What follows belongs to an exercise in optimizing a design on an open flow for small area; a production flow would make more cautious choices.
The RTL was checked by simulation tests, not by an equivalence proof against the original design.
Power figures rest on the tool's default switching activity, not on a simulated workload.

<file path="design/flow/flow/run.sh">
#!/bin/bash
export BUFFER_PORTS_ARGS="-buffer_cell sky130_fd_sc_hd__buf_1"
export RECOVER_POWER=100
bash standard.sh > standard.log 2>&1
</file>
<file path="design/flow/standard.sh">
#!/bin/bash
# synth_recipe.tcl (not shown) runs the flow's synth.tcl, then flattens the netlist and writes it again
# the make line also repeats each setting of config.mk as NAME=value (left out here)
make -C /OpenROAD-flow-scripts/flow DESIGN_CONFIG=/design/flow/config.mk WORK_HOME=/design/flow/orfs CLKGATE_MAP_FILE= SYNTH_SCRIPT=/design/flow/synth_recipe.tcl "${@:-finish}"
</file>
<file path="design/flow/config.mk">
export PLATFORM = sky130hd
export DESIGN_NAME = psc_bridge
export DESIGN_NICKNAME = psc_bridge
export VERILOG_FILES = /design/flow/design.v
export SDC_FILE = /design/flow/constraint.sdc
export NUM_CORES = 4
export LEC_CHECK = 0
export ABC_AREA = 1
export CAP_MARGIN = 20
export CORE_MARGIN = 2
export CORE_UTILIZATION = 40
export CTS_BUF_LIST = sky130_fd_sc_hd__clkbuf_4 sky130_fd_sc_hd__clkbuf_8
export SLEW_MARGIN = 20
</file>
<file path="design/flow/constraint.sdc">
create_clock -name core_clock -period 10.0 [get_ports {clk}]
set_input_delay 2.0000 -clock core_clock [delete_from_list [all_inputs] [get_ports {clk}]]
set_output_delay 2.0000 -clock core_clock [all_outputs]
set_load 0.01 [all_outputs]
</file>
<file path="design/flow/design.v">
module psc_cal_rom(addr, data);
  input [8:0] addr;
  wire [8:0] addr;
  output [7:0] data;
  wire [7:0] data;
  wire _000_;
  wire _001_;
  wire _002_;
  wire _003_;
  wire _004_;
  wire _005_;
  wire _006_;
  wire _007_;
  wire _008_;
  wire _009_;
  wire _010_;
  wire _011_;
  wire _012_;
  wire _013_;
  wire _014_;
  wire _015_;
  wire _016_;
  wire _017_;
  wire _018_;
  wire _019_;
  wire _020_;
  wire _021_;
  wire _022_;
  wire _023_;
  wire _024_;
  wire _025_;
  wire _026_;
  wire _027_;
  wire _028_;
  wire _029_;
  wire _030_;
  wire _031_;
  wire _032_;
  wire _033_;
  wire _034_;
  wire _035_;
  wire _036_;
  wire _037_;
  wire _038_;
  wire _039_;
  wire _040_;
  wire _041_;
  wire _042_;
  wire _043_;
  wire _044_;
  wire _045_;
  wire _046_;
  wire _047_;
  wire _048_;
  wire _049_;
  wire _050_;
  wire _051_;
  wire _052_;
  wire _053_;
  wire _054_;
  wire _055_;
  wire _056_;
  wire _057_;
  wire _058_;
  wire _059_;
  wire _060_;
  wire _061_;
  wire _062_;
  wire _063_;
  wire _064_;
  wire _065_;
  wire _066_;
  wire _067_;
  wire _068_;
  wire _069_;
  wire _070_;
  wire _071_;
  wire _072_;
  wire _073_;
  wire _074_;
  wire _075_;
  wire _076_;
  wire _077_;
  wire _078_;
  wire _079_;
  wire _080_;
  wire _081_;
  wire _082_;
  wire _083_;
  wire _084_;
  wire _085_;
  wire _086_;
  wire _087_;
  wire _088_;
  wire _089_;
  wire _090_;
  wire _091_;
  wire _092_;
  wire _093_;
  wire _094_;
  wire _095_;
  wire _096_;
  wire _097_;
  wire _098_;
  wire _099_;
  wire _100_;
  wire _101_;
  wire _102_;
  wire _103_;
  wire _104_;
  wire _105_;
  wire _106_;
  wire _107_;
  wire _108_;
  wire _109_;
  wire _110_;
  wire _111_;
  wire _112_;
  wire _113_;
  wire _114_;
  wire _115_;
  wire _116_;
  wire _117_;
  wire _118_;
  wire _119_;
  wire _120_;
  wire _121_;
  wire _122_;
  wire _123_;
  wire _124_;
  wire _125_;
  wire _126_;
  wire _127_;
  wire _128_;
  wire _129_;
  wire _130_;
  wire _131_;
  wire _132_;
  wire _133_;
  wire _134_;
  wire _135_;
  wire _136_;
  wire _137_;
  wire _138_;
  wire _139_;
  wire _140_;
  wire _141_;
  wire _142_;
  wire _143_;
  wire _144_;
  wire _145_;
  wire _146_;
  wire _147_;
  wire _148_;
  wire _149_;
  wire _150_;
  wire _151_;
  wire _152_;
  wire _153_;
  wire _154_;
  wire _155_;
  wire _156_;
  wire _157_;
  wire _158_;
  wire _159_;
  wire _160_;
  wire _161_;
  wire _162_;
  wire _163_;
  wire _164_;
  wire _165_;
  wire _166_;
  wire _167_;
  wire _168_;
  wire _169_;
  wire _170_;
  wire _171_;
  wire _172_;
  wire _173_;
  wire _174_;
  wire _175_;
  wire _176_;
  wire _177_;
  wire _178_;
  wire _179_;
  wire _180_;
  wire _181_;
  wire _182_;
  wire _183_;
  wire _184_;
  wire _185_;
  wire _186_;
  wire _187_;
  wire _188_;
  wire _189_;
  wire _190_;
  wire _191_;
  wire _192_;
  wire _193_;
  wire _194_;
  wire _195_;
  wire _196_;
  wire _197_;
  wire _198_;
  wire _199_;
  wire _200_;
  wire _201_;
  wire _202_;
  wire _203_;
  wire _204_;
  wire _205_;
  wire _206_;
  wire _207_;
  wire _208_;
  wire _209_;
  wire _210_;
  wire _211_;
  wire _212_;
  wire _213_;
  wire _214_;
  wire _215_;
  wire _216_;
  wire _217_;
  wire _218_;
  wire _219_;
  wire _220_;
  wire _221_;
  wire _222_;
  wire _223_;
  wire _224_;
  wire _225_;
  wire _226_;
  wire _227_;
  wire _228_;
  wire _229_;
  wire _230_;
  wire _231_;
  wire _232_;
  wire _233_;
  wire _234_;
  wire _235_;
  wire _236_;
  wire _237_;
  wire _238_;
  wire _239_;
  wire _240_;
  wire _241_;
  wire _242_;
  wire _243_;
  wire _244_;
  wire _245_;
  wire _246_;
  wire _247_;
  wire _248_;
  wire _249_;
  wire _250_;
  wire _251_;
  wire _252_;
  wire _253_;
  wire _254_;
  wire _255_;
  wire _256_;
  wire _257_;
  wire _258_;
  wire _259_;
  wire _260_;
  wire _261_;
  wire _262_;
  wire _263_;
  wire _264_;
  wire _265_;
  wire _266_;
  wire _267_;
  wire _268_;
  wire _269_;
  wire _270_;
  wire _271_;
  wire _272_;
  wire _273_;
  wire _274_;
  wire _275_;
  wire _276_;
  wire _277_;
  wire _278_;
  wire _279_;
  wire _280_;
  wire _281_;
  wire _282_;
  wire _283_;
  wire _284_;
  wire _285_;
  wire _286_;
  wire _287_;
  wire _288_;
  wire _289_;
  wire _290_;
  wire _291_;
  wire _292_;
  wire _293_;
  wire _294_;
  wire _295_;
  wire _296_;
  wire _297_;
  wire _298_;
  wire _299_;
  wire _300_;
  wire _301_;
  wire _302_;
  wire _303_;
  wire _304_;
  wire _305_;
  wire _306_;
  wire _307_;
  wire _308_;
  wire _309_;
  wire _310_;
  wire _311_;
  wire _312_;
  wire _313_;
  wire _314_;
  wire _315_;
  wire _316_;
  wire _317_;
  wire _318_;
  wire _319_;
  wire _320_;
  wire _321_;
  wire _322_;
  wire _323_;
  wire _324_;
  wire _325_;
  wire _326_;
  wire _327_;
  wire _328_;
  wire _329_;
  wire _330_;
  wire _331_;
  wire _332_;
  wire _333_;
  wire _334_;
  wire _335_;
  wire _336_;
  wire _337_;
  wire _338_;
  wire _339_;
  wire _340_;
  wire _341_;
  wire _342_;
  wire _343_;
  wire _344_;
  wire _345_;
  wire _346_;
  wire _347_;
  wire _348_;
  wire _349_;
  wire _350_;
  wire _351_;
  wire _352_;
  wire _353_;
  wire _354_;
  wire _355_;
  wire _356_;
  wire _357_;
  wire _358_;
  wire _359_;
  wire _360_;
  wire _361_;
  wire _362_;
  wire _363_;
  wire _364_;
  wire _365_;
  wire _366_;
  wire _367_;
  assign _079_ = 4'h1 >> addr[7:6];
  assign _090_ = 4'h8 >> { _079_, addr[8] };
  assign _100_ = 4'h2 >> addr[5:4];
  assign _111_ = 4'h8 >> { _100_, _090_ };
  assign _122_ = 4'h8 >> { _090_, addr[5] };
  assign _133_ = 4'h8 >> addr[4:3];
  assign _143_ = 4'h1 >> addr[4:3];
  assign _154_ = 4'h1 >> { _143_, _133_ };
  assign _165_ = 4'h1 >> { addr[2], addr[0] };
  assign _176_ = 4'h1 >> { _165_, addr[1] };
  assign _186_ = 4'h1 >> { _176_, _154_ };
  assign _197_ = 4'h1 >> { _186_, addr[0] };
  assign _208_ = 4'h2 >> { _197_, _122_ };
  assign _219_ = 4'h1 >> { _208_, _111_ };
  assign _229_ = 4'h8 >> { _133_, addr[5] };
  assign _240_ = 4'h8 >> { _229_, addr[0] };
  assign _250_ = 4'h8 >> addr[3:2];
  assign _261_ = 4'h8 >> { _250_, addr[0] };
  assign _272_ = 4'h8 >> { addr[0], addr[1] };
  assign _282_ = 4'h4 >> addr[4:3];
  assign _293_ = 4'h8 >> { _282_, _272_ };
  assign _304_ = 4'h1 >> { _293_, _261_ };
  assign _308_ = 4'h1 >> addr[3:2];
  assign _309_ = 4'h2 >> { addr[0], addr[1] };
  assign _310_ = 4'h8 >> { _309_, _308_ };
  assign _311_ = 4'h2 >> { _310_, _304_ };
  assign _312_ = 4'h4 >> { _311_, _240_ };
  assign _313_ = 4'h4 >> { _312_, _219_ };
  assign _314_ = 4'h1 >> { _308_, _250_ };
  assign _315_ = 4'h1 >> { _314_, addr[1] };
  assign _316_ = 4'h8 >> { _133_, addr[2] };
  assign _317_ = 4'h1 >> addr[8:7];
  assign _318_ = 4'h4 >> addr[6:5];
  assign _319_ = 4'h8 >> { _318_, _317_ };
  assign _320_ = 4'h4 >> { _319_, _316_ };
  assign _321_ = 4'h4 >> { _320_, _315_ };
  assign _322_ = 4'h2 >> { addr[4], addr[2] };
  assign _323_ = 4'h1 >> { addr[3], addr[0] };
  assign _324_ = 4'h8 >> { _323_, _322_ };
  assign _325_ = 4'h2 >> addr[4:3];
  assign _326_ = 4'h8 >> { _325_, _272_ };
  assign _327_ = 4'h1 >> { _326_, _324_ };
  assign _328_ = 4'h8 >> { _327_, _321_ };
  assign _329_ = 4'h1 >> { _328_, _313_ };
  assign _330_ = 4'h1 >> addr[6:5];
  assign _331_ = 4'h4 >> { _330_, addr[8] };
  assign _332_ = 4'h8 >> { _331_, addr[7] };
  assign _333_ = 4'h8 >> { addr[4], addr[0] };
  assign _334_ = 4'h8 >> { _309_, addr[2] };
  assign _335_ = 4'h1 >> addr[2:1];
  assign _336_ = 4'h1 >> { _335_, _334_ };
  assign _337_ = 4'h2 >> { _336_, addr[3] };
  assign _338_ = 4'h1 >> { _337_, _333_ };
  assign _339_ = 4'h2 >> { _338_, addr[1] };
  assign _340_ = 4'h2 >> { addr[3], addr[1] };
  assign _341_ = 4'h4 >> { _325_, addr[1] };
  assign _342_ = 4'h1 >> { _341_, _340_ };
  assign _343_ = 4'h1 >> { _342_, addr[2] };
  assign _344_ = 4'h4 >> { _282_, addr[0] };
  assign _345_ = 4'h1 >> { _344_, _250_ };
  assign _346_ = 4'h8 >> { _345_, addr[4] };
  assign _347_ = 4'h8 >> { addr[2], addr[0] };
  assign _348_ = 4'h1 >> { _347_, addr[4] };
  assign _349_ = 4'h1 >> { _348_, addr[1] };
  assign _350_ = 4'h4 >> { _349_, _346_ };
  assign _351_ = 4'h1 >> { _350_, _343_ };
  assign _352_ = 4'h4 >> { _351_, _339_ };
  assign _353_ = 4'h2 >> { _352_, _332_ };
  assign _354_ = 4'h2 >> { _353_, _329_ };
  assign _355_ = 4'h2 >> { _272_, addr[4] };
  assign _356_ = 4'h4 >> { _272_, addr[4] };
  assign _357_ = 4'h1 >> { _356_, _355_ };
  assign _358_ = 4'h4 >> addr[3:2];
  assign _359_ = 4'h1 >> { addr[3], addr[1] };
  assign _360_ = 4'h8 >> { _359_, _347_ };
  assign _361_ = 4'h1 >> { _360_, _358_ };
  assign _362_ = 4'h1 >> { _361_, _357_ };
  assign _363_ = 4'h8 >> { _358_, _309_ };
  assign _364_ = 4'h8 >> addr[2:1];
  assign _365_ = 4'h1 >> { _364_, _358_ };
  assign _366_ = 4'h2 >> { _365_, _333_ };
  assign _367_ = 4'h2 >> { _366_, addr[7] };
  assign _000_ = 4'h4 >> { addr[4], addr[2] };
  assign _001_ = 4'h8 >> { _000_, addr[1] };
  assign _002_ = 4'h1 >> { _001_, _367_ };
  assign _003_ = 4'h1 >> { _000_, _322_ };
  assign _004_ = 4'h4 >> { _003_, _250_ };
  assign _005_ = 4'h1 >> { _325_, addr[0] };
  assign _006_ = 4'h4 >> { _005_, _358_ };
  assign _007_ = 4'h4 >> { _006_, _004_ };
  assign _008_ = 4'h2 >> { _360_, _331_ };
  assign _009_ = 4'h4 >> { _008_, _007_ };
  assign _010_ = 4'h4 >> { _009_, _002_ };
  assign _011_ = 4'h4 >> { _314_, addr[1] };
  assign _012_ = 4'h4 >> { addr[0], addr[1] };
  assign _013_ = 4'h1 >> { _012_, _309_ };
  assign _014_ = 4'h8 >> { _013_, _357_ };
  assign _015_ = 4'h1 >> { _347_, _333_ };
  assign _016_ = 4'h4 >> { _015_, _014_ };
  assign _017_ = 4'h1 >> { _016_, _011_ };
  assign _018_ = 4'h8 >> { addr[4], addr[2] };
  assign _019_ = 4'h2 >> { _018_, _319_ };
  assign _020_ = 4'h4 >> { _019_, _017_ };
  assign _021_ = 4'h1 >> { _020_, _010_ };
  assign _022_ = 4'h1 >> { _021_, _363_ };
  assign _023_ = 4'h8 >> { _000_, _340_ };
  assign _024_ = 4'h1 >> { _023_, addr[5] };
  assign _025_ = 4'h4 >> { _024_, _022_ };
  assign _026_ = 4'h4 >> { _317_, addr[6] };
  assign _027_ = 4'h4 >> { _026_, _025_ };
  assign _028_ = 4'h4 >> { _027_, _362_ };
  assign _029_ = 4'h8 >> { _339_, addr[5] };
  assign _030_ = 4'h1 >> { addr[0], addr[1] };
  assign _031_ = 4'h4 >> { _030_, _143_ };
  assign _032_ = 4'h2 >> { _013_, _143_ };
  assign _033_ = 4'h1 >> { _032_, _031_ };
  assign _034_ = 4'h1 >> { _033_, addr[2] };
  assign _035_ = 4'h1 >> { _034_, _250_ };
  assign _036_ = 4'h4 >> { _035_, _029_ };
  assign _037_ = 4'h1 >> { _036_, _261_ };
  assign _038_ = 4'h2 >> { _037_, _028_ };
  assign data[6] = 4'h2 >> { _038_, _354_ };
  assign _039_ = 4'h1 >> { addr[4], addr[0] };
  assign _040_ = 4'h8 >> { _039_, _358_ };
  assign _041_ = 4'h1 >> { addr[4], addr[1] };
  assign _042_ = 4'h1 >> { _347_, _165_ };
  assign _043_ = 4'h2 >> { _042_, _041_ };
  assign _044_ = 4'h8 >> { _003_, addr[3] };
  assign _045_ = 4'h8 >> { _044_, _030_ };
  assign _046_ = 4'h1 >> { _045_, _043_ };
  assign _047_ = 4'h8 >> { _143_, addr[1] };
  assign _048_ = 4'h1 >> { _047_, _315_ };
  assign _049_ = 4'h4 >> { _322_, addr[1] };
  assign _050_ = 4'h1 >> { _049_, _100_ };
  assign _051_ = 4'h4 >> { _050_, _003_ };
  assign _052_ = 4'h8 >> { _051_, _048_ };
  assign _053_ = 4'h1 >> { _324_, _293_ };
  assign _054_ = 4'h4 >> { _053_, _052_ };
  assign _055_ = 4'h8 >> { _054_, _027_ };
  assign _056_ = 4'h1 >> { _309_, addr[3] };
  assign _057_ = 4'h8 >> { _056_, _000_ };
  assign _058_ = 4'h8 >> { _309_, _133_ };
  assign _059_ = 4'h1 >> { _058_, _047_ };
  assign _060_ = 4'h8 >> { _059_, _122_ };
  assign _061_ = 4'h4 >> { _060_, _057_ };
  assign _062_ = 4'h1 >> { _061_, _055_ };
  assign _063_ = 4'h2 >> { _062_, _046_ };
  assign _064_ = 4'h2 >> { _325_, addr[0] };
  assign _065_ = 4'h4 >> { _064_, addr[2] };
  assign _066_ = 4'h2 >> { _065_, _345_ };
  assign _067_ = 4'h1 >> { _066_, addr[1] };
  assign _068_ = 4'h1 >> { _047_, _316_ };
  assign _069_ = 4'h2 >> { _068_, addr[2] };
  assign _070_ = 4'h8 >> { _332_, _304_ };
  assign _071_ = 4'h4 >> { _070_, _069_ };
  assign _072_ = 4'h4 >> { _071_, _067_ };
  assign _073_ = 4'h1 >> { _072_, _063_ };
  assign _074_ = 4'h4 >> { _340_, addr[2] };
  assign _075_ = 4'h2 >> { _013_, _314_ };
  assign _076_ = 4'h1 >> { _075_, _074_ };
  assign _077_ = 4'h4 >> { _076_, _250_ };
  assign _078_ = 4'h2 >> { _365_, _111_ };
  assign _080_ = 4'h4 >> { _078_, _077_ };
  assign _081_ = 4'h2 >> { _080_, _073_ };
  assign _082_ = 4'h1 >> { _081_, _040_ };
  assign _083_ = 4'h4 >> { _325_, _309_ };
  assign _084_ = 4'h1 >> { _340_, addr[2] };
  assign _085_ = 4'h4 >> { _084_, _083_ };
  assign _086_ = 4'h8 >> { addr[3], addr[0] };
  assign _087_ = 4'h1 >> { _086_, _323_ };
  assign _088_ = 4'h4 >> { _087_, _308_ };
  assign _089_ = 4'h1 >> { _309_, addr[4] };
  assign _091_ = 4'h8 >> { _089_, _365_ };
  assign _092_ = 4'h4 >> { _091_, _088_ };
  assign _093_ = 4'h1 >> { _092_, _085_ };
  assign _094_ = 4'h2 >> { _093_, _319_ };
  assign _095_ = 4'h8 >> { _321_, _282_ };
  assign _096_ = 4'h8 >> { _095_, _364_ };
  assign _097_ = 4'h1 >> { _096_, _094_ };
  assign data[5] = 4'h4 >> { _097_, _082_ };
  assign _098_ = 4'h2 >> { _340_, addr[0] };
  assign _099_ = 4'h8 >> { _098_, _154_ };
  assign _101_ = 4'h1 >> { _099_, _058_ };
  assign _102_ = 4'h2 >> { _101_, addr[2] };
  assign _103_ = 4'h1 >> { _359_, _165_ };
  assign _104_ = 4'h2 >> { _103_, _348_ };
  assign _105_ = 4'h2 >> { _104_, addr[5] };
  assign _106_ = 4'h4 >> { _105_, _102_ };
  assign _107_ = 4'h2 >> { _106_, _027_ };
  assign _108_ = 4'h1 >> { _336_, addr[4] };
  assign _109_ = 4'h4 >> { _108_, _165_ };
  assign _110_ = 4'h2 >> { _039_, _358_ };
  assign _112_ = 4'h1 >> { _110_, _109_ };
  assign _113_ = 4'h2 >> { _112_, _319_ };
  assign _114_ = 4'h2 >> { _308_, addr[1] };
  assign _115_ = 4'h8 >> { _114_, _087_ };
  assign _116_ = 4'h1 >> { _087_, addr[2] };
  assign _117_ = 4'h2 >> { _116_, _111_ };
  assign _118_ = 4'h4 >> { _117_, _115_ };
  assign _119_ = 4'h1 >> { _118_, _096_ };
  assign _120_ = 4'h4 >> { _004_, addr[1] };
  assign _121_ = 4'h2 >> { _030_, _358_ };
  assign _123_ = 4'h2 >> { _121_, _332_ };
  assign _124_ = 4'h2 >> { _012_, _250_ };
  assign _125_ = 4'h4 >> { _124_, _005_ };
  assign _126_ = 4'h2 >> { _322_, _309_ };
  assign _127_ = 4'h8 >> { _126_, _154_ };
  assign _128_ = 4'h1 >> { _127_, _125_ };
  assign _129_ = 4'h8 >> { _128_, _123_ };
  assign _130_ = 4'h4 >> { _129_, _120_ };
  assign _131_ = 4'h8 >> { _000_, _309_ };
  assign _132_ = 4'h1 >> { _131_, _324_ };
  assign _134_ = 4'h8 >> { _132_, _122_ };
  assign _135_ = 4'h8 >> { _003_, _272_ };
  assign _136_ = 4'h2 >> { _087_, _335_ };
  assign _137_ = 4'h1 >> { _136_, _135_ };
  assign _138_ = 4'h8 >> { _137_, _134_ };
  assign _139_ = 4'h8 >> { _138_, _046_ };
  assign _140_ = 4'h1 >> { _139_, _130_ };
  assign _141_ = 4'h8 >> { _140_, _119_ };
  assign _142_ = 4'h4 >> { _141_, _113_ };
  assign data[4] = 4'h4 >> { _142_, _107_ };
  assign _144_ = 4'h4 >> { _332_, addr[3] };
  assign _145_ = 4'h8 >> { _144_, _354_ };
  assign _146_ = 4'h1 >> { _145_, _027_ };
  assign _147_ = 4'h4 >> { _014_, addr[3] };
  assign _148_ = 4'h1 >> { _364_, _340_ };
  assign _149_ = 4'h4 >> { _148_, _012_ };
  assign _150_ = 4'h2 >> { _149_, _044_ };
  assign _151_ = 4'h2 >> { _150_, _050_ };
  assign _152_ = 4'h4 >> { _151_, _147_ };
  assign _153_ = 4'h1 >> { _152_, _146_ };
  assign _155_ = 4'h4 >> { _108_, _064_ };
  assign _156_ = 4'h4 >> { _359_, _348_ };
  assign _157_ = 4'h1 >> { _156_, _057_ };
  assign _158_ = 4'h4 >> { _157_, _155_ };
  assign _159_ = 4'h2 >> { _158_, _319_ };
  assign _160_ = 4'h8 >> { _076_, _111_ };
  assign _161_ = 4'h2 >> { _039_, _359_ };
  assign _162_ = 4'h1 >> { _161_, _337_ };
  assign _163_ = 4'h1 >> { _162_, _240_ };
  assign _164_ = 4'h1 >> { _308_, _133_ };
  assign _166_ = 4'h2 >> { _164_, _332_ };
  assign _167_ = 4'h4 >> { _039_, addr[2] };
  assign _168_ = 4'h8 >> { _167_, addr[1] };
  assign _169_ = 4'h4 >> { _347_, _143_ };
  assign _170_ = 4'h2 >> { _169_, _122_ };
  assign _171_ = 4'h4 >> { _170_, _168_ };
  assign _172_ = 4'h1 >> { _171_, _166_ };
  assign _173_ = 4'h1 >> { _172_, _163_ };
  assign _174_ = 4'h1 >> { _173_, _160_ };
  assign _175_ = 4'h4 >> { _174_, _159_ };
  assign data[3] = 4'h4 >> { _175_, _153_ };
  assign _177_ = 4'h4 >> { _073_, addr[3] };
  assign _178_ = 4'h2 >> { _073_, addr[3] };
  assign _179_ = 4'h2 >> { _178_, _329_ };
  assign _180_ = 4'h4 >> { _179_, _177_ };
  assign _181_ = 4'h4 >> { _000_, addr[0] };
  assign _182_ = 4'h1 >> { _181_, _074_ };
  assign _183_ = 4'h8 >> { _182_, _122_ };
  assign _184_ = 4'h1 >> { _183_, _111_ };
  assign _185_ = 4'h2 >> { _308_, addr[4] };
  assign _187_ = 4'h1 >> { _064_, _362_ };
  assign _188_ = 4'h1 >> { _187_, _185_ };
  assign _189_ = 4'h1 >> { _013_, _334_ };
  assign _190_ = 4'h4 >> { _189_, _188_ };
  assign _191_ = 4'h1 >> { _190_, _184_ };
  assign _192_ = 4'h4 >> { _191_, _180_ };
  assign _193_ = 4'h1 >> { _131_, _133_ };
  assign _194_ = 4'h2 >> { _193_, addr[5] };
  assign _195_ = 4'h8 >> { _322_, _272_ };
  assign _196_ = 4'h1 >> { _195_, _194_ };
  assign _198_ = 4'h4 >> { _149_, _000_ };
  assign _199_ = 4'h2 >> { _005_, _335_ };
  assign _200_ = 4'h4 >> { _199_, addr[3] };
  assign _201_ = 4'h1 >> { _200_, _198_ };
  assign _202_ = 4'h8 >> { _201_, _196_ };
  assign _203_ = 4'h8 >> { _202_, _027_ };
  assign _204_ = 4'h1 >> { _155_, _086_ };
  assign _205_ = 4'h1 >> { _204_, addr[1] };
  assign _206_ = 4'h2 >> { _068_, addr[0] };
  assign _207_ = 4'h2 >> { _018_, _309_ };
  assign _209_ = 4'h4 >> { _207_, _314_ };
  assign _210_ = 4'h1 >> { _209_, _206_ };
  assign _211_ = 4'h4 >> { _210_, _205_ };
  assign _212_ = 4'h2 >> { _211_, _332_ };
  assign _213_ = 4'h8 >> { _041_, addr[0] };
  assign _214_ = 4'h1 >> { _181_, addr[2] };
  assign _215_ = 4'h1 >> { _214_, _213_ };
  assign _216_ = 4'h2 >> { _215_, _083_ };
  assign _217_ = 4'h1 >> { _216_, _109_ };
  assign _218_ = 4'h2 >> { _217_, _319_ };
  assign _220_ = 4'h1 >> { _218_, _095_ };
  assign _221_ = 4'h4 >> { _220_, _212_ };
  assign _222_ = 4'h4 >> { _221_, _203_ };
  assign data[2] = 4'h4 >> { _222_, _192_ };
  assign _223_ = 4'h2 >> { _165_, addr[4] };
  assign _224_ = 4'h4 >> { _223_, _088_ };
  assign _225_ = 4'h1 >> { _167_, addr[1] };
  assign _226_ = 4'h4 >> { _225_, _224_ };
  assign _227_ = 4'h1 >> { _226_, _114_ };
  assign _228_ = 4'h1 >> { _227_, _195_ };
  assign _230_ = 4'h2 >> { _228_, _122_ };
  assign _231_ = 4'h2 >> { _223_, _056_ };
  assign _232_ = 4'h8 >> { _018_, addr[1] };
  assign _233_ = 4'h1 >> { _232_, _040_ };
  assign _234_ = 4'h4 >> { _233_, _231_ };
  assign _235_ = 4'h2 >> { _234_, _027_ };
  assign _236_ = 4'h1 >> { _235_, _230_ };
  assign _237_ = 4'h4 >> { _118_, addr[2] };
  assign _238_ = 4'h8 >> { _250_, _111_ };
  assign _239_ = 4'h8 >> { _340_, addr[0] };
  assign _241_ = 4'h8 >> { _239_, _122_ };
  assign _242_ = 4'h1 >> { _241_, _238_ };
  assign _243_ = 4'h4 >> { _242_, _237_ };
  assign _244_ = 4'h4 >> { _243_, _022_ };
  assign data[1] = 4'h8 >> { _244_, _236_ };
  assign _245_ = 4'h1 >> { _088_, addr[1] };
  assign _246_ = 4'h1 >> { _364_, addr[4] };
  assign _247_ = 4'h4 >> { _246_, _245_ };
  assign _248_ = 4'h8 >> { _333_, _308_ };
  assign _249_ = 4'h8 >> { _250_, addr[1] };
  assign _251_ = 4'h4 >> { _249_, _039_ };
  assign _252_ = 4'h1 >> { _251_, _248_ };
  assign _253_ = 4'h4 >> { _252_, _247_ };
  assign _254_ = 4'h2 >> { _253_, _027_ };
  assign _255_ = 4'h8 >> { _355_, _308_ };
  assign _256_ = 4'h1 >> { _255_, _169_ };
  assign _257_ = 4'h1 >> { _256_, _012_ };
  assign _258_ = 4'h1 >> { _323_, _282_ };
  assign _259_ = 4'h4 >> { _258_, _341_ };
  assign _260_ = 4'h4 >> { _259_, _088_ };
  assign _262_ = 4'h2 >> { _260_, _320_ };
  assign _263_ = 4'h1 >> { _018_, _143_ };
  assign _264_ = 4'h4 >> { _263_, _041_ };
  assign _265_ = 4'h4 >> { _264_, _086_ };
  assign _266_ = 4'h2 >> { _213_, _332_ };
  assign _267_ = 4'h4 >> { _266_, _265_ };
  assign _268_ = 4'h1 >> { _267_, _262_ };
  assign _269_ = 4'h1 >> { _268_, _257_ };
  assign _270_ = 4'h1 >> { _269_, _254_ };
  assign _271_ = 4'h1 >> { _270_, _045_ };
  assign _273_ = 4'h1 >> { _358_, addr[1] };
  assign _274_ = 4'h4 >> { _273_, _236_ };
  assign _275_ = 4'h8 >> { _264_, _309_ };
  assign _276_ = 4'h2 >> { _275_, _122_ };
  assign _277_ = 4'h2 >> { _124_, _111_ };
  assign _278_ = 4'h4 >> { _277_, _011_ };
  assign _279_ = 4'h1 >> { _278_, _276_ };
  assign _280_ = 4'h1 >> { _279_, _188_ };
  assign _281_ = 4'h4 >> { _280_, _274_ };
  assign data[0] = 4'h1 >> { _281_, _271_ };
  assign _283_ = 4'h1 >> { _048_, addr[0] };
  assign _284_ = 4'h1 >> { _133_, addr[5] };
  assign _285_ = 4'h1 >> { _284_, _229_ };
  assign _286_ = 4'h2 >> { _285_, addr[0] };
  assign _287_ = 4'h8 >> { _286_, _048_ };
  assign _288_ = 4'h1 >> { _287_, _283_ };
  assign _289_ = 4'h8 >> { _288_, _028_ };
  assign _290_ = 4'h4 >> { _111_, addr[1] };
  assign _291_ = 4'h1 >> { _290_, _319_ };
  assign _292_ = 4'h4 >> { _231_, _176_ };
  assign _294_ = 4'h1 >> { _292_, _250_ };
  assign _295_ = 4'h4 >> { _294_, _291_ };
  assign _296_ = 4'h1 >> { _031_, _344_ };
  assign _297_ = 4'h8 >> { _296_, _215_ };
  assign _298_ = 4'h2 >> { _199_, _332_ };
  assign _299_ = 4'h4 >> { _298_, _297_ };
  assign _300_ = 4'h1 >> { _299_, _295_ };
  assign _301_ = 4'h1 >> { _300_, _255_ };
  assign _302_ = 4'h2 >> { _185_, _176_ };
  assign _303_ = 4'h1 >> { _127_, _316_ };
  assign _305_ = 4'h4 >> { _303_, _302_ };
  assign _306_ = 4'h2 >> { _305_, _122_ };
  assign _307_ = 4'h1 >> { _306_, _301_ };
  assign data[7] = 4'h4 >> { _307_, _289_ };
endmodule
module psc_mapper (
  input  wire [7:0]  b,
  input  wire        mode,
  output reg  [7:0]  btn0,
  output reg  [7:0]  btn1,
  output reg  [7:0]  btn2
);
  always @(*) begin
    btn0 = 8'h00;
    btn1 = 8'h00;
    btn2 = 8'h00;
    if (!mode) begin
      btn1[0] = b[0];
      btn1[3] = b[1];
      btn1[2] = b[2];
      btn1[1] = b[3];
      btn2[1] = b[4];
      btn2[2] = b[5];
      btn2[0] = b[6];
      btn2[3] = b[7];
    end else begin
      btn1[5] = b[0];
      btn2[6] = b[1];
      btn0[6] = b[2];
      btn1[4] = b[3];
      btn0[1] = b[4];
      btn0[3] = b[5];
      btn0[2] = b[6];
      btn0[0] = b[7];
    end
  end
endmodule
module psc_bridge (
  input  wire        clk,
  input  wire        rst,           
  output wire        idle,          
  input  wire        cmd_valid,
  input  wire [7:0]  cmd_data,
  input  wire        cmd_last,
  output wire        cmd_ready,
  input  wire        tick,
  output wire        out_valid,
  output wire [7:0]  out_data,
  output wire        out_last,
  input  wire        out_ready,
  output wire        led,
  input  wire        mode,
  input  wire [31:0] millis,
  input  wire [7:0]  rand_data,
  output wire        rand_req,
  output wire        bus_sel_n,
  output wire        bus_req,
  output wire [7:0]  bus_tx,        
  input  wire        bus_done,
  input  wire [7:0]  bus_rx,        
  input  wire        bus_ack
);
  localparam [2:0] S_IDLE = 3'd0,
                   S_RECV = 3'd1,
                   S_EXEC = 3'd2,
                   S_RAND = 3'd3,
                   S_SEND = 3'd4,
                   S_BUS  = 3'd5;
  localparam [1:0] K_IGN  = 2'd0,    
                   K_HS   = 2'd1,    
                   K_SUB  = 2'd2,    
                   K_POLL = 2'd3;    
  localparam [5:0] HS_BASE  = 6'd60,
                   SUB_BASE = 6'd45;
  function [7:0] rev8;
    input [7:0] b;
    integer k;
    begin
      for (k = 0; k < 8; k = k + 1)
        rev8[k] = b[7-k];
    end
  endfunction
  reg [2:0]  state;
  reg [1:0]  kind;
  reg [5:0]  cnt;         
  reg        enable;
  reg        id_valid;
  reg        led_r;
  reg        dual;        
  reg [47:0] id;          
  reg [2:0]  ph;          
  reg        have;        
  reg [7:0]  s0;          
  reg [7:0]  s1;          
  reg [7:0]  s2;          
  reg [7:0]  s3;          
  reg [7:0]  s4;          
  wire st_idle = (state == S_IDLE);
  wire st_recv = (state == S_RECV);
  wire st_exec = (state == S_EXEC);
  wire st_rand = (state == S_RAND);
  wire st_send = (state == S_SEND);
  wire st_bus  = (state == S_BUS);
  wire is_hs   = (kind == K_HS);
  wire is_sub  = (kind == K_SUB);
  wire is_poll = (kind == K_POLL);
  wire sel01 = (s0 == 8'h01);
  wire sel02 = (s0 == 8'h02);
  wire sel03 = (s0 == 8'h03);
  wire sel04 = (s0 == 8'h04);
  wire sel10 = (s0 == 8'h10);
  wire sel11 = (s0 == 8'h11);
  wire sel12 = (s0 == 8'h12);
  wire sel21 = (s0 == 8'h21);
  wire sel30 = (s0 == 8'h30);
  wire [7:0] rx  = rev8(bus_rx);
  wire [7:0] src = st_bus ? ~rx : cmd_data;
  wire       cal_ok = (s2 == 8'h60) || (s2 == 8'h80);
  wire [7:0] rom_byte;
  psc_cal_rom u_rom (
    .addr ({s2[7], s1}),
    .data (rom_byte)
  );
  wire [7:0] cal_byte = cal_ok ? rom_byte : 8'hFF;
  wire [7:0] btn0, btn1, btn2;
  psc_mapper u_map (
    .b    (s4),
    .mode (mode),
    .btn0 (btn0),
    .btn1 (btn1),
    .btn2 (btn2)
  );
  wire [3:0] pc  = cnt[3:0];           
  wire       c0  = (cnt == 6'd0);
  wire       lo6 = (cnt <= 6'd5);      
  wire       hdr = (cnt >= 6'd45);     
  reg [7:0] kbyte;                     
  always @(*) begin
    kbyte = 8'h00;
    case (kind)
      K_HS: begin
        if (cnt == 6'd60) kbyte = 8'h81;
        if (cnt == 6'd63) kbyte = 8'h03;
      end
      K_SUB: begin
        case (cnt)
          6'd45: kbyte = 8'h21;
          6'd47: kbyte = 8'h91;
          6'd52: kbyte = 8'h08;
          6'd53: kbyte = 8'h80;
          6'd55: kbyte = 8'h08;
          6'd56: kbyte = 8'h80;
          6'd58: kbyte = sel01 ? 8'h81 : sel02 ? 8'h82 : sel04 ? 8'h83 :
                         sel10 ? 8'h90 : sel21 ? 8'hA0 : 8'h80;
          6'd60: kbyte = (sel01 || sel02) ? 8'h03 : sel21 ? 8'h01 : 8'h00;
          6'd61: kbyte = sel02 ? 8'h48 : 8'h00;
          6'd62: kbyte = sel02 ? 8'h03 : sel21 ? 8'hFF : 8'h00;
          6'd63: kbyte = sel02 ? 8'h02 : 8'h00;
          6'd0:  kbyte = sel21 ? 8'h03 : 8'h00;
          6'd2:  kbyte = sel21 ? 8'h05 : 8'h00;
          6'd3:  kbyte = sel21 ? 8'h01 : 8'h00;
          6'd6:  kbyte = sel02 ? 8'h01 : 8'h00;
          6'd7:  kbyte = sel02 ? 8'h01 : 8'h00;
          default: kbyte = 8'h00;
        endcase
      end
      K_POLL: begin
        if (pc == 4'd0) kbyte = 8'h30;
        if (pc == 4'd2) kbyte = 8'h91;
      end
      default: ;
    endcase
  end
  wire f_id  = lo6 && (is_hs || (is_sub && sel02));
  wire f_s0  = (is_hs && cnt == 6'd61) || (is_sub && cnt == 6'd59);
  wire f_s1  = is_sub && sel10 && cnt == 6'd60;
  wire f_s2  = (is_sub && sel10 && cnt == 6'd61) ||
               (is_poll && dual && pc == 4'd11);
  wire f_s3  = f_id || (is_sub && sel10 && c0) ||
               (is_poll && dual && pc == 4'd8);
  wire f_cal = is_sub && sel10 && !c0 && !hdr;
  wire f_ms  = is_poll && pc == 4'd1;
  wire f_b0  = is_poll && pc == 4'd3;
  wire f_b1  = is_poll && pc == 4'd4;
  wire f_b2  = is_poll && pc == 4'd5;
  wire f_n1h = is_poll && dual && pc == 4'd6;     
  wire f_n1l = is_poll && dual && pc == 4'd7;     
  wire f_n0h = is_poll && dual && pc == 4'd9;
  wire f_n0l = is_poll && dual && pc == 4'd10;
  wire [7:0] obyte = kbyte
                   | ({8{f_s0}}  & s0)
                   | ({8{f_s1}}  & s1)
                   | ({8{f_s2}}  & s2)
                   | ({8{f_s3}}  & s3)
                   | ({8{f_cal}} & cal_byte)
                   | ({8{f_ms}}  & millis[7:0])
                   | ({8{f_b0}}  & btn0)
                   | ({8{f_b1}}  & btn1)
                   | ({8{f_b2}}  & btn2)
                   | {{4{f_n1h}} & ~s1[3:0], {4{f_n1l}} & ~s1[7:4]}
                   | {{4{f_n0h}} & ~s0[3:0], {4{f_n0l}} & ~s0[7:4]};
  wire flash_last = (cnt == 6'd44) || (!hdr && s3 == {2'b00, cnt});
  wire olast = is_hs  ? (sel01 ? (cnt == 6'd5) : (cnt == 6'd61)) :
               is_sub ? ((sel01 || sel11 || sel12) ? (cnt == 6'd60) :
                         sel02 ? (cnt == 6'd7) :
                         sel10 ? flash_last :
                         sel21 ? (cnt == 6'd3) : (cnt == 6'd59)) :
               (cnt == 6'd63);
  wire id_grab = st_send && f_id && !have && (ph == cnt[2:0]);
  wire out_v   = st_send && (!f_id || have);
  wire take    = out_v && out_ready;
  always @(posedge clk) begin
    if (rst) begin
      state    <= S_IDLE;
      enable   <= 1'b0;
      id_valid <= 1'b0;
      led_r    <= 1'b0;
    end else begin
      case (state)
        S_IDLE: begin
          cnt <= 6'd0;
          if (cmd_valid) begin
            kind  <= (cmd_data == 8'h80) ? K_HS :
                     (cmd_data == 8'h01) ? K_SUB : K_IGN;
            state <= cmd_last ? S_EXEC : S_RECV;
          end else if (tick && enable) begin
            kind  <= K_POLL;
            state <= S_BUS;
          end
        end
        S_RECV: begin
          if (cmd_valid) begin
            cnt <= cnt + 6'd1;
            if (cmd_last)
              state <= S_EXEC;
          end
        end
        S_EXEC: begin
          cnt   <= is_sub ? SUB_BASE : HS_BASE;
          state <= S_IDLE;
          if (is_hs && !c0) begin                   
            if (sel01)
              state <= id_valid ? S_SEND : S_RAND;
            else if (sel02 || sel03)
              state <= S_SEND;
            else if (sel04)
              enable <= 1'b1;
          end else if (is_sub && cnt >= 6'd16) begin   
            if (sel30)
              led_r <= ~led_r;
            state <= (sel02 && !id_valid) ? S_RAND : S_SEND;
          end
        end
        S_RAND: begin
          if (ph == 3'd5) begin
            id_valid <= 1'b1;
            state    <= S_SEND;
          end
        end
        S_SEND: begin
          if (take) begin
            if (olast)
              state <= S_IDLE;
            else
              cnt <= cnt + 6'd1;
          end
        end
        S_BUS: begin
          if (bus_done) begin
            cnt <= cnt + 6'd1;
            if (!bus_ack) begin
              state <= S_IDLE;
            end else if (cnt == 6'd1) begin
              dual <= (rx == 8'h73);
              if (rx != 8'h41 && rx != 8'h73)
                state <= S_IDLE;
            end else if (cnt == 6'd6 || (cnt == 6'd2 && !dual)) begin
              cnt   <= 6'd0;
              state <= S_SEND;
            end
          end
        end
        default: state <= S_IDLE;
      endcase
    end
  end
  always @(posedge clk) begin
    id <= {id[39:0], st_rand ? rand_data : id[47:40]};
    ph <= ((st_exec && !id_valid) || ph == 3'd5) ? 3'd0 : ph + 3'd1;
    have <= !rst && !take && (have || id_grab);
  end
  wire cap  = st_recv && cmd_valid;
  wire xchg = st_bus && bus_done && bus_ack;
  wire ld0 = (cap && ((is_hs && c0) || (is_sub && cnt == 6'd9))) ||
             (xchg && cnt == 6'd3);
  wire ld1 = (cap && is_sub && cnt == 6'd10) || (xchg && cnt == 6'd5);
  wire ld2 = (cap && is_sub && cnt == 6'd11) || (xchg && cnt == 6'd4);
  wire ld3 = (cap && is_sub && cnt == 6'd14) || (xchg && cnt == 6'd6);
  wire ld4 = xchg && cnt == 6'd2;
  always @(posedge clk) begin
    if (ld0) s0 <= src;
    if (ld1) s1 <= src;
    else if (take && f_cal && s1 != 8'hFF) s1 <= s1 + 8'd1;
    if (ld2) s2 <= src;
    if (ld3) s3 <= src;
    else if (id_grab) s3 <= id[47:40];
    if (ld4) s4 <= src;
  end
  assign idle      = st_idle;
  assign cmd_ready = st_idle || st_recv;
  assign out_valid = out_v;
  assign out_data  = obyte;
  assign out_last  = olast;
  assign led       = led_r;
  assign rand_req  = st_rand;
  assign bus_sel_n = ~st_bus;
  assign bus_req   = st_bus;
  assign bus_tx    = {c0, cnt == 6'd1, 4'h0, cnt == 6'd1, 1'b0};
endmodule
</file>
==> results of run 1 <==
[cells by family (layout without fill, tap and decap cells)]
| family | count (synthesis) | after routing | synth area share |
|---|---|---|---|
| simple gates | 456 | 456 | 0.2818 |
| flops | 107 | 107 | 0.3720 |
| fa+ha+maj | 27 | 27 | 0.04774 |
| compound gates | 205 | 205 | 0.1770 |
| mux | 1 | 1 | 0.001591 |
| buf+inv | 179 | 230 | 0.1020 |
| xor+xnor | 14 | 14 | 0.01733 |
| other cells | 1 | 5 | 0.0005299 |
[state kept, by name (all words and copies together) (netlist names)]
signal    count
enable        1
ph            3
have          1
kind          2
id           48
s0            8
cnt           6
id_valid      1
s3            8
state         3
s4            8
s1            8
led_r         1
dual          1
s2            8
[cell usage in the layout (no fill, tap or decap), types with 3 or more instances in the layout]
master | synthesis | layout
nand2_1 | 237 | 240
inv_1 | 138 | 140
nor2_1 | 93 | 96
o21ai_0 | 81 | 85
dfxtp_1 | 58 | 58
buf_1 | 1 | 57
edfxtp_1 | 49 | 49
nand3_1 | 47 | 47
a21oi_1 | 42 | 42
nor3_1 | 26 | 29
ha_1 | 27 | 27
o22ai_1 | 13 | 13
inv_2 | 14 | 12
nand4_1 | 12 | 12
xor2_1 | 11 | 11
a31oi_1 | 11 | 11
nor4_1 | 9 | 9
clkbuf_8 | 0 | 9
o211ai_1 | 7 | 7
nor2_2 | 9 | 6
nand2_2 | 8 | 5
o221ai_1 | 5 | 5
a211oi_1 | 5 | 5
conb_1 | 1 | 5
nand3_2 | 4 | 4
a22oi_1 | 4 | 4
o2111ai_1 | 4 | 4
o31ai_1 | 4 | 4
a32oi_1 | 2 | 3
nand3b_1 | 3 | 3
a2111oi_0 | 3 | 3
xnor2_1 | 3 | 3
clkbuf_1 | 6 | 3
[how the worst min path moves through the flow]
stage	start	endpoint	slack, ps	depth (start not counted)
4_1_cts	id[34]$_DFF_P_	id[42]$_DFF_P_	330	0
6_report	id[34]$_DFF_P_	id[42]$_DFF_P_	320	0
3_5_place_dp	id[7]$_DFF_P_	id[15]$_DFF_P_	310	0
2_1_floorplan	id[2]$_DFF_P_	id[10]$_DFF_P_	310	0
3_3_place_gp	id[30]$_DFF_P_	id[38]$_DFF_P_	310	0
5_1_grt	id[34]$_DFF_P_	id[42]$_DFF_P_	320	0
[final cells by class]
type	count	share of cell area
multi-input combinational	708	0.4836
sequential	107	0.3454
inverter	153	0.07534
tap	225	0.03693
timing repair buffer	61	0.03053
clock buffer	10	0.01724
clock inverter	6	0.01100
[per-stage QoR]
stage | hold WS [ps] | std cells | util
floorplan | 309.6 | 994 | -
global placement | 310.0 | 1254 | 0.4314
detailed placement | 312.1 | 1254 | 0.4314
CTS | 325.3 | 1270 | 0.4439
global route | 321.0 | 1270 | 0.4407
finish | 324.2 | 1270 | 0.4407
[per-layer routing]
layer  global-route usage  part of all wire  up-vias
met5                    0                 0        -
met4              0.07789             0.020        0
met3              0.06963              0.11       42
met2               0.4082              0.41      451
met1               0.4083              0.46     3341
li1                     -                 -     3410
[report_power, final]
group,internal (W),total [W],switching (W)
Combinational,0.000104,0.000348,0.000243
Clock,0.000124,0.000276,0.000152
Sequential,0.000535,0.000591,0.0000563
Total,0.000763,0.00122,0.000452
[worst max-delay path, cell delays in order, from the launching register on]
cell and delay [ps]:
edfxtp_1 790, clkinv_1 600, ha_1 550, inv_1 110
nand2_1 130, nand3b_1 90, nand2_1 70, nand3_1 90
nand2_1 110, nand2_1 70, nand2_1 80, nand2_1 160
inv_1 120, nand2_1 60, nand2_1 100, nand3_1 80
nand3_1 110, a21oi_1 70, o21ai_0 170, buf_1 180
==> key figures, run 1 <==
Die
  – I/O pin count: 89
  – Die ar.: 18770 µm²
  – Site Rows: 48
  – Chip height: 137.0 µm
  – Initial Utilization: 0.4091
  – Die Span X: 137.0 µm
  – CORE AREA: 17300 µm²

STA
  – Final Hold Violating Endpoints: 0
  – Layout Skew: 19.34 ps
  – Unrepaired setup endpoints after global routing: no
  – Fin crit share: 0.6109
  – Fin crit period: 6109 ps
  – Worst rel slew slack: -0.08180
  – Final setup vio count: 0
  – Slew Viols, Final: 9
  – Final setup TNS: 0 ps
  – Fmax: 163.7 MHz
  – Fin worst setup slack: 3891 ps
  – Worst slew pin tran: 1602 ps

Yosys
  – Yosys reg bits: 107
  – Post-synth EDFFs: 49
  – Dominant synthesized flop cell: dfxtp_1
  – Post-synthesis sequential area ratio: 0.3720
  – Mapped Cells: 990
  – Cell taking the most area after synthesis: edfxtp_1
  – Ys Warns: 2
  – Most instantiated library cell after synthesis: nand2_1
  – Synth top area cells: edfxtp_1 21%, dfxtp_1 16%, nand2_1 13%, inv_1 7.3%, o21ai_0 5.7%
  – Cell Area, Synth: 7077 µm²
  – Netlist cell types: 58
  – Synth cell count leaders: 237 x nand2_1, 138 x inv_1, 93 x nor2_1
  – Synth async-reset ratio: 0
  – Top-area cell type share of the netlist area: 0.2079
  – Synthesized area per cell: 7.148 µm²

Drt
  – WL per Instance: 20.17 µm
  – Pre-antenna DRT Iters: 6
  – Residual DRC count: 0
  – Final WL: 25610 µm
  – Final ANT Viol Nets: 0
  – Vias: 7244
  – DR iter-0 viols: 803
  – Via density per instance: 5.704

Outcome
  – Status: complete, but fails checks
  – SO Viols: max-capacitance violations, max-slew violations

Power
  – Maximum vdd drop: 137.7 µV
  – Lkg Pwr: 3.277 nW
  – Pwr per Cell Area: 159.4 nW/µm²
  – Power Total: 0.001215 W

Clocking
  – TritonCTS clock tree: built
  – Clk slew on worst S/H paths: 110 ps
  – Clk buf depth: 2
  – H-tree levels: 3
  – # clock sinks: 107
  – Root Driver: clkbuf_8
  – Clk latency of the worst-skew pair: 380 ps
  – Post CTS Setup Buffer Count: 0
  – CTS buffer count: 9
  – Post-CTS resize count: 0
  – Hold_buf cts: 0

Placed design
  – DP HPWL: 20610 µm
  – PortBufs: 59
  – Dpl ws: 4506 ps
  – Cell Area, Placed: 7462 µm²
  – GPL Wtd Cong: 1.004

Setup path
  – Crit-path max FO: 16
  – WP data required: 8000 ps
  – FF-to-FF path depth: 9
  – Crit. Startpoint: s1[0]$_DFFE_PP_
  – CP endpoint kind: primary output
  – RR Startpoint: cnt[0]$_DFFE_PP_
  – RR Endpoint: s1[4]$_DFFE_PP_
  – Setup CP Type: reg2out
  – WP data arrival: 4110 ps
  – CP Capture Point: out_data[0]
  – Startpoint Class: register
  – FF-to-FF setup slack: 5770 ps

Cells and area
  – Share of cells above drive strength 1: 0.05263
  – Fin area: 7622 µm²
  – Final nets: 1132
  – Sequential cell area: 2633 µm²
  – P&R area growth vs syn: 7.709%
  – Multi-input gate area: 3686 µm²
  – Antenna diodes: 0
  – Fillers: 1849

Run
  – # Max-Cap Violations: 1

GRT
  – First-pass GRT wire length: 39190 µm
  – Number of antenna violations at the first check in global routing: 0
  – Vias in the first global route: 6681
  – Largest net degree at the start of global routing: 21
  – GR Overflow Total: 0
  – GRT Overall Usage: 0.2798

Min path
  – Hold Crit Class: reg2reg
==> run 2, diff against run 1 <==
==> design/flow/flow/run.sh (replaced) <==
#!/bin/bash
export BUFFER_PORTS_ARGS="-buffer_cell sky130_fd_sc_hd__buf_1"
bash standard.sh > standard.log 2>&1
--- a/design/flow/config.mk
+++ b/design/flow/config.mk
@@ -9,5 +9,6 @@
 export CAP_MARGIN = 20
 export CORE_MARGIN = 2
 export CORE_UTILIZATION = 40
-export CTS_BUF_LIST = sky130_fd_sc_hd__clkbuf_4 sky130_fd_sc_hd__clkbuf_8
+export CTS_BUF_LIST = sky130_fd_sc_hd__clkbuf_8
+export CTS_CLUSTER_SIZE = 30
 export SLEW_MARGIN = 20
==> run 2 against run 1 <==
  * Non-clock buffer count unchanged
  * Register-to-register slack improved by 940 ps
  * Flip-flop and latch count unchanged
  * Fmax increased by 0.91%
  * Now clean on timing, DRC and antenna
  * Synthesized cell count unchanged
  * Clock skew decreased by 2.0 ps
==> key figures, run 2 <==
Yosys
  – Most instantiated library cell after synthesis: nand2_1
  – Synth async-reset ratio: 0
  – Top-area cell type share of the netlist area: 0.2079
  – Cell Area, Synth: 7077 µm²
  – Netlist cell types: 58
  – Mapped Cells: 990
  – Ys Warns: 2
  – Yosys reg bits: 107
  – Synthesized area per cell: 7.148 µm²
  – Synth top area cells: edfxtp_1 21%, dfxtp_1 16%, nand2_1 13%, inv_1 7.3%, o21ai_0 5.7%
  – Post-synthesis sequential area ratio: 0.3720
  – Synth cell count leaders: 237 x nand2_1, 138 x inv_1, 93 x nor2_1
  – Cell taking the most area after synthesis: edfxtp_1
  – Dominant synthesized flop cell: dfxtp_1
  – Post-synth EDFFs: 49

GRT
  – GR Overflow Total: 0
  – Largest net degree at the start of global routing: 21
  – First-pass GRT wire length: 39180 µm
  – Vias in the first global route: 6679
  – Number of antenna violations at the first check in global routing: 0
  – GRT Overall Usage: 0.2797

Cells and area
  – Post-Layout Cell Count: 1270
  – Commonest non-fill, non-tap cell in the layout: nand2_1
  – P&R area growth vs syn: 8.434%
  – Fin area: 7674 µm²
  – Post-Route Utilization: 0.4436
  – Most frequent cells in the layout: 237 x nand2_1, 139 x inv_1, 93 x nor2_1
  – Share of cells above drive strength 1: 0.06507
  – Most flops, register: id
  – Final nets: 1132
  – Antenna diodes: 0
  – Largest register FFs: 48

Die
  – Site Rows: 48
  – CORE AREA: 17300 µm²
  – Chip height: 137.0 µm
  – I/O pin count: 89
  – Die Span X: 137.0 µm
  – Die ar.: 18770 µm²
  – Initial Utilization: 0.4091

STA
  – Final setup TNS: 0 ps
  – Fin crit share: 0.6054
  – Fin crit period: 6054 ps
  – Layout Skew: 17.30 ps
  – Worst rel slew slack: 0.2641
  – Fmax: 165.2 MHz
  – Final setup vio count: 0
  – Unrepaired setup endpoints after global routing: no
  – Final Hold Violating Endpoints: 0
  – Worst slew pin tran: 1104 ps
  – Slew Viols, Final: 0

Drt
  – Pre-antenna DRT Iters: 5
  – Final ANT Viol Nets: 0
  – Residual DRC count: 0
  – Final WL: 25600 µm
  – DR iter-0 viols: 794
  – WL per Instance: 20.16 µm
  – Vias: 7242
  – Via density per instance: 5.702

Setup path
  – FF-to-FF path depth: 12
  – WP data required: 8000 ps
  – Crit-path max FO: 16
  – CP endpoint kind: primary output
  – FF-to-FF setup slack: 6710 ps
  – RR Startpoint: cnt[1]$_DFFE_PP_
  – Setup CP Type: reg2out
  – RR Endpoint: cnt[1]$_DFFE_PP_
  – Startpoint Class: register
  – WP data arrival: 4050 ps

Run
  – # Max-Cap Violations: 0

Power
  – Lkg Pwr: 3.302 nW
  – Pwr per Cell Area: 158.9 nW/µm²
  – Maximum vdd drop: 137.6 µV

Clocking
  – Clk latency of the worst-skew pair: 380 ps
  – TritonCTS clock tree: built
  – Post CTS Setup Buffer Count: 0
  – Post-CTS resize count: 0
  – Clk slew on worst S/H paths: 110 ps
  – CTS buffer count: 9
  – # clock sinks: 107
  – Clk buf depth: 2
  – Hold_buf cts: 0
  – Root Driver: clkbuf_8
  – H-tree levels: 3

Placed design
  – PortBufs: 59
  – GPL Wtd Cong: 1.004
  – DP HPWL: 20610 µm
  – Dpl cells: 1254
  – Cell Area, Placed: 7462 µm²

Min path
  – Hold path startpoint: id[34]$_DFF_P_
  – Worst hold stages: 0
  – Hold worst-path end: id[42]$_DFF_P_
  – Hold Crit Class: reg2reg

Outcome
  – Status: finished clean
[run 2: cell count changes in the layout (fill, tap and decap cells not counted), sizes merged]
cell    previous run  this run
inv              154       155
clkbuf            13         9
buf               58        61
[run 2: cell type report]
type	count	area [µm²]
Sequential cell	107	2633
Clock inverter	7	87.58
Clock buffer	9	123.9
Tap cell	225	281.5
Inverter	153	574.3
Fill cell	1839	9623
Timing Repair Buffer	61	236.5
Multi-Input combinational cell	708	3737
[run 2: power by group]
part           leakage, nW  internal [W]  switching, W
Combinational         2.27      0.000106      0.000249
Clock                0.110      0.000120      0.000152
Sequential           0.926      0.000535     0.0000566
Total                 3.30      0.000761      0.000458
[run 2: how the worst max path moves through the flow]
stage / from / to
after floorplan: mode / out_data[2]
after global placement: s1[0]$_DFFE_PP_ / out_data[2]
after detailed placement: mode / out_data[2]
after CTS: s1[0]$_DFFE_PP_ / out_data[2]
after global routing: s1[0]$_DFFE_PP_ / out_data[2]
final: s1[0]$_DFFE_PP_ / out_data[2]
[run 2: through the flow]
step	hold WS (ps)	total power, W	setup WS [ps]
after floorplan	309.6	0.0008332	4988
after global placement	310.0	0.0009468	4435
after CTS	326.1	0.001222	4055
after global routing	323.0	0.001294	3652
final	324.2	0.001219	3946
after detailed placement	312.1	0.0009475	4506
[run 2: critical path, cell delays in order, from the launching register on]
cell      delay [ps]
edfxtp_1         820
clkinv_1         610
ha_1             540
inv_1            100
nand2_1          130
nand3b_1          90
nand2_1           80
nand3_1           90
nand2_1          100
nand2_1           70
nand2_1           90
nand3_1           90
nand2_1           70
nand2_1           70
nand2_1          110
nand2_1           60
nand3_1          110
nand2_1           80
nand2_1           60
nand2_1           50
nand2_1           90
nand2_1           50
buf_1            120
[run 2: kinds of logic (layout without fill, tap and decap cells)]
logic type               after synthesis  after routing  share of synthesized area
other                                  1              5                  0.0005299
adder cells (fa/ha/maj)               27             27                    0.04774
multiplexers                           1              1                   0.001591
AND/OR/NAND/NOR                      456            456                     0.2818
XOR/XNOR                              14             14                    0.01733
buffers and inverters                179            230                     0.1020
AO/OA/AOI/OAI                        205            205                     0.1770
flip-flops                           107            107                     0.3720
[run 2: layer usage]
metal	part of all wire	track usage	up-vias	routed length, µm
li1	-	-	3413	-
met1	0.46	0.4083	3366	11720
met2	0.41	0.4080	421	10620
met3	0.11	0.06963	42	2756
met4	0.020	0.07789	0	510
met5	0	0	-	0
==> run 3, diff against run 2 <==
--- a/design/flow/config.mk
+++ b/design/flow/config.mk
@@ -10,5 +10,4 @@
 export CORE_MARGIN = 2
 export CORE_UTILIZATION = 40
 export CTS_BUF_LIST = sky130_fd_sc_hd__clkbuf_8
-export CTS_CLUSTER_SIZE = 30
 export SLEW_MARGIN = 20
==> run 3 against run 2 <==
  * Final cell count stayed put
  * Design area stayed put
  * Clock skew stayed put
  * Combinational power hardly changed
  * Sequential power hardly changed
  * Synthesized area stayed put
  * Largest cell class unchanged
==> key figures, run 3 <==
Yosys
  – Synthesized area per cell: 7.148 µm²
  – Cell taking the most area after synthesis: edfxtp_1
  – Ys Warns: 2
  – Mapped Cells: 990
  – Post-synth EDFFs: 49
  – Top-area cell type share of the netlist area: 0.2079
  – Post-synthesis sequential area ratio: 0.3720
  – Netlist cell types: 58
  – Synth async-reset ratio: 0
  – Synth cell count leaders: 237 x nand2_1, 138 x inv_1, 93 x nor2_1
  – Dominant synthesized flop cell: dfxtp_1
  – Yosys reg bits: 107
  – Cell Area, Synth: 7077 µm²
  – Most instantiated library cell after synthesis: nand2_1
  – Synth top area cells: edfxtp_1 21%, dfxtp_1 16%, nand2_1 13%, inv_1 7.3%, o21ai_0 5.7%

Clocking
  – CTS buffer count: 9
  – Clk buf depth: 2
  – # clock sinks: 107
  – Root Driver: clkbuf_8
  – H-tree levels: 3
  – Post CTS Setup Buffer Count: 0
  – TritonCTS clock tree: built
  – Clk slew on worst S/H paths: 110 ps
  – Hold_buf cts: 0
  – Clk latency of the worst-skew pair: 380 ps
  – Post-CTS resize count: 0

Power
  – Lkg Pwr: 3.302 nW
  – Pwr per Cell Area: 158.9 nW/µm²
  – Sequential Power Share: 0.485
  – Combinational share of power: 0.292
  – Switch Pwr: 0.0004577 W
  – Sw Ratio: 0.3754
  – Pint: 0.0007615 W
  – Clock Power Share: 0.224
  – Maximum vdd drop: 137.6 µV

Die
  – Die ar.: 18770 µm²
  – CORE AREA: 17300 µm²
  – Die Span X: 137.0 µm
  – Chip height: 137.0 µm
  – Initial Utilization: 0.4091
  – Site Rows: 48
  – I/O pin count: 89

Setup path
  – Crit-path max FO: 16
  – Setup CP Type: reg2out
  – Startpoint Class: register
  – CP endpoint kind: primary output
  – WP data required: 8000 ps
  – WP data arrival: 4050 ps

Drt
  – Vias: 7242
  – WL per Instance: 20.16 µm
  – Final WL: 25600 µm
  – Via density per instance: 5.702
  – Residual DRC count: 0
  – Final ANT Viol Nets: 0
  – Pre-antenna DRT Iters: 5
  – DR iter-0 viols: 794

Cells and area
  – Fillers: 1839
  – P&R area growth vs syn: 8.434%
  – Antenna diodes: 0
  – Final nets: 1132
  – Post-Route Utilization: 0.4436
  – Commonest non-fill, non-tap cell in the layout: nand2_1
  – Most flops, register: id
  – Most frequent cells in the layout: 237 x nand2_1, 139 x inv_1, 93 x nor2_1
  – Largest register FFs: 48
  – Share of cells above drive strength 1: 0.06507

STA
  – Layout Skew: 17.30 ps
  – Unrepaired setup endpoints after global routing: no
  – Fmax: 165.2 MHz
  – Fin crit period: 6054 ps
  – Fin worst setup slack: 3946 ps
  – Final setup TNS: 0 ps
  – Slew Viols, Final: 0
  – Final setup vio count: 0
  – Final Hold Violating Endpoints: 0
  – Worst slew pin tran: 1104 ps
  – Worst rel slew slack: 0.2641
  – Fin crit share: 0.6054

Placed design
  – DP HPWL: 20610 µm
  – GPL Wtd Cong: 1.004
  – PortBufs: 59
  – Dpl ws: 4506 ps

GRT
  – Largest net degree at the start of global routing: 21
  – First-pass GRT wire length: 39180 µm
  – Number of antenna violations at the first check in global routing: 0
  – GR Overflow Total: 0
  – GRT Overall Usage: 0.2797
  – Vias in the first global route: 6679

Min path
  – Hold Crit Class: reg2reg

Run
  – # Max-Cap Violations: 0

Outcome
  – Status: finished clean
[run 3: cell counts in the layout (fill, tap and decap cells not counted)]
Identical to the previous run, type by type.
[run 3: cell type report]
cell class	instances	area, µm²	share of cell area
multi-input combinational	708	3737	0.4870
clock buffer	9	123.9	0.01614
timing repair buffer	61	236.5	0.03082
sequential	107	2633	0.3431
clock inverter	7	87.58	0.01141
inverter	153	574.3	0.07484
tap	225	281.5	0.03669
[run 3: routing by layer]
layer | up-vias | track usage | share of wire
met5 | - | 0 | 0
li1 | 3413 | - | -
met4 | 0 | 0.07789 | 0.020
met2 | 421 | 0.4080 | 0.41
met3 | 42 | 0.06963 | 0.11
met1 | 3366 | 0.4083 | 0.46
[run 3: power by group through the flow]
stage / Clock [W] / Combinational [W] / Sequential, W
5_1_grt: 0.000296 / 0.000399 / 0.000599
4_1_cts: 0.000282 / 0.000349 / 0.000591
2_1_floorplan: 0 / 0.000259 / 0.000574
3_5_place_dp: 0 / 0.000347 / 0.000600
6_report: 0.000273 / 0.000355 / 0.000591
3_3_place_gp: 0 / 0.000349 / 0.000598
[run 3: cells by family (layout without fill, tap and decap cells)]
group / Yosys count / count (layout) / share of synthesized area
adders and majority gates: 27 / 27 / 0.04774
xor gates and xnor gates: 14 / 14 / 0.01733
AOI/OAI and AO/OA: 205 / 205 / 0.1770
other: 1 / 5 / 0.0005299
DFF: 107 / 107 / 0.3720
buffers and inverters: 179 / 230 / 0.1020
and+or+nand+nor: 456 / 456 / 0.2818
muxes: 1 / 1 / 0.001591
[run 3: through the flow]
stage	hold WS, ps	std cells	total power (W)	area (µm²)
final	324.2	1270	0.001219	7674
after global routing	323.0	1270	0.001294	7674
after CTS	326.1	1270	0.001222	7674
after detailed placement	312.1	1254	0.0009475	7462
after global placement	310.0	1254	0.0009468	7462
after floorplan	309.6	994	0.0008332	7092
[run 3: worst paths after layout]
path,start,endpoint,slack (ps),cells past startpoint
worst max-delay path,s1[0]$_DFFE_PP_,out_data[2],3950,22
worst min-delay path,id[34]$_DFF_P_,id[42]$_DFF_P_,320,0
worst max register to register,cnt[1]$_DFFE_PP_,cnt[1]$_DFFE_PP_,6710,12
worst min register to register,id[34]$_DFF_P_,id[42]$_DFF_P_,320,0
[run 3: critical path, stage by stage, from the launching register on]
cell and delay, ps:
edfxtp_1 820, clkinv_1 610, ha_1 540, inv_1 100, nand2_1 130, nand3b_1 90, nand2_1 80, nand3_1 90
nand2_1 100, nand2_1 70, nand2_1 90, nand3_1 90, nand2_1 70, nand2_1 70, nand2_1 110, nand2_1 60
nand3_1 110, nand2_1 80, nand2_1 60, nand2_1 50, nand2_1 90, nand2_1 50, buf_1 120

## re-timing with driven ports
The flow's constraints put no driver on any port. The routed layouts listed below were extracted and timed again, unchanged, in two steps. Step 1 (the two cells are an assumption about what drives the block):
set clk [get_ports {clk}]
set_driving_cell -lib_cell sky130_fd_sc_hd__clkbuf_16 $clk
set_driving_cell -lib_cell sky130_fd_sc_hd__buf_2 [delete_from_list [all_inputs] $clk]
Step 2, shift: input delay + t, output delay - t, t = (earliest + latest rising clock arrival at the registers) / 2. This alone moves slack from input paths to output paths. Three values: ideal, step 1, step 2; two values: the first two.
| run | t, ns | slack for setup (ns) | hold slack, ns |
|---|---|---|---|
| run 1 | 0.402 | 3.891 / 3.856 / 4.258 | 0.324 / 0.324 / 0.324 |
| run 2 | 0.404 | 3.946 / 3.910 / 4.314 | 0.324 / 0.324 / 0.324 |
| run 3 | 0.404 | 3.946 / 3.910 / 4.314 | 0.324 / 0.324 / 0.324 |
